What follows belongs to an exercise in optimizing a design on an open flow for small area, a short achievable clock period and few clock cycles; a production flow would make more cautious choices.
At most, simulation tests tie the RTL to the original design; equivalence was not proved.
Power figures rest on the tool's default switching activity, not on a simulated workload.

==> flow/design.v <==
module bp_unpack (
    input  wire         clk,
    input  wire         rst,
    input  wire         blk_valid,
    output wire         blk_ready,
    input  wire [5:0]   blk_width,
    input  wire         blk_first,
    input  wire         in_valid,
    output wire         in_ready,
    input  wire [127:0] in_data,
    output reg          out_valid,
    input  wire         out_ready,
    output reg  [127:0] out_data
);
    reg        pv;         
    reg [5:0]  pw;
    reg        pf;
    reg        busy;       
    reg [5:0]  width;      
    reg        wz;         
    reg [4:0]  grp;        
    reg [4:0]  s;          
    reg [5:0]  e;          
    reg        strad;      
    reg        cons;       
    reg        zf;         
    reg        rv;         
    reg        irx, iry;   
    reg [127:0] R;         
    reg         dv;        
    reg         dz;        
    reg [127:0] D;         
    wire adv  = !out_valid || out_ready;
    wire step = busy && adv && (wz || (rv && (!strad || in_valid)));
    wire last = step && (grp == 5'd31);
    wire take = pv && (!busy || last);
    assign blk_ready = !pv;
    assign in_ready  = iry || (irx && out_ready);
    wire rv_n   = (in_valid && in_ready) || (rv && !(step && cons));
    wire busy_n = take || (busy && !last);
    wire cons_n = take ? (pw == 6'd32) : (step ? e_nx[5] : cons);
    wire ov_n   = adv ? dv : out_valid;
    wire [5:0] e_nx = {1'b0, e[4:0]} + width;
    wire [31:0] mask;
    genvar k;
    generate
        for (k = 0; k < 32; k = k + 1) begin : mk
            assign mask[k] = (width > k);
        end
    endgenerate
    wire [127:0] fld;
    wire [127:0] value;
    genvar j;
    generate
        for (j = 0; j < 4; j = j + 1) begin : lane
            wire [62:0] win = {in_data[32*j +: 31], R[32*j +: 32]};
            reg  [38:0] l1;
            reg  [32:0] l2;
            reg  [31:0] l3;
            integer i;
            always @* begin
                for (i = 0; i < 39; i = i + 1)
                    case (s[4:3])
                        2'd0: l1[i] = win[i];
                        2'd1: l1[i] = win[i + 8];
                        2'd2: l1[i] = win[i + 16];
                        default: l1[i] = win[i + 24];
                    endcase
                for (i = 0; i < 33; i = i + 1)
                    case (s[2:1])
                        2'd0: l2[i] = l1[i];
                        2'd1: l2[i] = l1[i + 2];
                        2'd2: l2[i] = l1[i + 4];
                        default: l2[i] = l1[i + 6];
                    endcase
                for (i = 0; i < 32; i = i + 1)
                    l3[i] = s[0] ? l2[i + 1] : l2[i];
            end
            assign fld[32*j +: 32] = l3 & mask;
            wire [31:0] off = out_data[32*j +: 32];
            assign value[32*j +: 32] = dz ? D[32*j +: 32] : D[32*j +: 32] + off;
        end
    endgenerate
    always @(posedge clk) begin
        if (in_valid && in_ready)
            R <= in_data;
    end
    always @(posedge clk) begin
        if (rst) begin
            busy      <= 1'b0;
            width     <= 6'd0;
            wz        <= 1'b1;
            grp       <= 5'd0;
            s         <= 5'd0;
            e         <= 6'd0;
            strad     <= 1'b0;
            cons      <= 1'b0;
            zf        <= 1'b0;
            rv        <= 1'b0;
            irx       <= 1'b0;
            iry       <= 1'b1;
            pv        <= 1'b0;
            dv        <= 1'b0;
            out_valid <= 1'b0;
        end else begin
            rv  <= rv_n;
            irx <= busy_n && cons_n;
            iry <= !rv_n || (busy_n && cons_n && !ov_n);
            if (blk_valid && blk_ready) begin
                pv <= 1'b1;
                pw <= blk_width;
                pf <= blk_first;
            end else if (take) begin
                pv <= 1'b0;
            end
            if (take) begin
                busy  <= 1'b1;
                width <= pw;
                wz    <= (pw == 6'd0);
                grp   <= 5'd0;
                s     <= 5'd0;
                e     <= pw;
                strad <= 1'b0;
                cons  <= (pw == 6'd32);
                zf    <= pf;
            end else if (step) begin
                grp   <= grp + 5'd1;
                s     <= e[4:0];
                e     <= e_nx;
                strad <= e_nx[5] && (e_nx[4:0] != 5'd0);
                cons  <= e_nx[5];
                zf    <= 1'b0;
                if (last)
                    busy <= 1'b0;
            end
            if (adv) begin
                dv        <= step;
                out_valid <= dv;
            end
        end
    end
    always @(posedge clk) begin
        if (adv) begin
            D  <= fld;
            dz <= zf;
        end
        if (adv && dv)
            out_data <= value;
    end
endmodule
make LEC_CHECK=0 CAP_MARGIN=20 CORE_MARGIN=2 CORE_UTILIZATION=50 SETUP_SLACK_MARGIN=3.6 SLEW_MARGIN=20 finish   # period 7.0 ns
run.sh (not shown) runs the stock make flow with config.mk's settings and CLKGATE_MAP_FILE= SYNTH_SCRIPT=/design/flow/synth_recipe.tcl, a recipe that flattens the netlist after the stock synthesis.
Testbench counts at the start, summed over its fixed seeds: cycles 16,416.
==> next run, changes <==
--- a/flow/design.v
+++ b/flow/design.v
@@ -21,10 +21,8 @@
     reg [4:0]  grp;        
     reg [4:0]  s;          
-    reg [5:0]  e;          
     reg        strad;      
     reg        cons;       
     reg        zf;         
     reg        rv;         
-    reg        irx, iry;   
     reg [127:0] R;         
     reg         dv;        
@@ -36,10 +34,7 @@
     wire take = pv && (!busy || last);
     assign blk_ready = !pv;
-    assign in_ready  = iry || (irx && out_ready);
-    wire rv_n   = (in_valid && in_ready) || (rv && !(step && cons));
-    wire busy_n = take || (busy && !last);
-    wire cons_n = take ? (pw == 6'd32) : (step ? e_nx[5] : cons);
-    wire ov_n   = adv ? dv : out_valid;
-    wire [5:0] e_nx = {1'b0, e[4:0]} + width;
+    assign in_ready  = !rv || (busy && adv && cons);
+    wire [4:0] s_nx = s + width[4:0];
+    wire [6:0] t_nx = {2'b0, s_nx} + {1'b0, width};
     wire [31:0] mask;
     genvar k;
@@ -51,4 +46,26 @@
     wire [127:0] fld;
     wire [127:0] value;
+    function [31:0] add32;
+        input [31:0] a, b;
+        reg [31:0] g, p;
+        integer i, l;
+        begin
+            g = a & b;
+            p = a ^ b;
+            for (l = 0; l < 5; l = l + 1)
+                for (i = 0; i < 32; i = i + 1)
+                    if ((i % (2 << l)) == (2 << l) - 1) begin
+                        g[i] = g[i] | (p[i] & g[i - (1 << l)]);
+                        p[i] = p[i] & p[i - (1 << l)];
+                    end
+            for (l = 3; l >= 0; l = l - 1)
+                for (i = 0; i < 32; i = i + 1)
+                    if (i >= (3 << l) - 1 && (i % (2 << l)) == (1 << l) - 1) begin
+                        g[i] = g[i] | (p[i] & g[i - (1 << l)]);
+                        p[i] = p[i] & p[i - (1 << l)];
+                    end
+            add32 = a ^ b ^ {g[30:0], 1'b0};
+        end
+    endfunction
     genvar j;
     generate
@@ -79,5 +96,5 @@
             assign fld[32*j +: 32] = l3 & mask;
             wire [31:0] off = out_data[32*j +: 32];
-            assign value[32*j +: 32] = dz ? D[32*j +: 32] : D[32*j +: 32] + off;
+            assign value[32*j +: 32] = dz ? D[32*j +: 32] : add32(D[32*j +: 32], off);
         end
     endgenerate
@@ -93,18 +110,16 @@
             grp       <= 5'd0;
             s         <= 5'd0;
-            e         <= 6'd0;
             strad     <= 1'b0;
             cons      <= 1'b0;
             zf        <= 1'b0;
             rv        <= 1'b0;
-            irx       <= 1'b0;
-            iry       <= 1'b1;
             pv        <= 1'b0;
             dv        <= 1'b0;
             out_valid <= 1'b0;
         end else begin
-            rv  <= rv_n;
-            irx <= busy_n && cons_n;
-            iry <= !rv_n || (busy_n && cons_n && !ov_n);
+            if (in_valid && in_ready)
+                rv <= 1'b1;
+            else if (step && cons)
+                rv <= 1'b0;
             if (blk_valid && blk_ready) begin
                 pv <= 1'b1;
@@ -120,5 +135,4 @@
                 grp   <= 5'd0;
                 s     <= 5'd0;
-                e     <= pw;
                 strad <= 1'b0;
                 cons  <= (pw == 6'd32);
@@ -126,8 +140,7 @@
             end else if (step) begin
                 grp   <= grp + 5'd1;
-                s     <= e[4:0];
-                e     <= e_nx;
-                strad <= e_nx[5] && (e_nx[4:0] != 5'd0);
-                cons  <= e_nx[5];
+                s     <= s_nx;
+                strad <= (t_nx > 7'd32);
+                cons  <= (t_nx >= 7'd32) && !wz;
                 zf    <= 1'b0;
                 if (last)
@@ -141,5 +154,5 @@
     end
     always @(posedge clk) begin
-        if (adv) begin
+        if (step) begin
             D  <= fld;
             dz <= zf;
Setup slack got worse by 0.17 ns. Hold slack got worse by 0.011 ns. Power went down slightly. First-iteration DRC count goes down by about a fifth. Count of clock-buffer cells in the layout shrinks by 7. Routed wire length goes down by roughly a tenth. Synthesized cell count shrinks by about a fifth. Design area shrinks by a few percent. Clock skew fell by 0.011 ns. Critical path depth came out higher by 11. Via count falls by about a fifth.
The RTL of the second run of this note was laid out without a check of its function.

## separate check: timing with driven ports
How much do the figures lean on ideal ports? The routed layouts below were timed once more, with nothing changed but the port constraints. Step 1: set_driving_cell puts a clkbuf_16 on clk and a buf_2 on each other input, an assumption about the parent block. Step 2 times the ports against the registers' clock, not the clock port: input delays grow and output delays shrink by t, the midpoint of the rising clock arrivals with the driver on. a / b / c = ideal / step 1 / step 2; a / b = the first two.
run	t, ns	slack for setup (ns)	hold slack, ns
the first run	0.661	3.642 / 3.613 / 3.281	0.458 / 0.458 / 0.458
the second run	0.661	3.472 / 3.472 / 3.125	0.447 / 0.447 / 0.447
After both steps setup and hold are still met in every run listed. The setup slack of the first run, which loses most, moves by -0.029 ns with the drivers and by -0.361 ns with both steps.
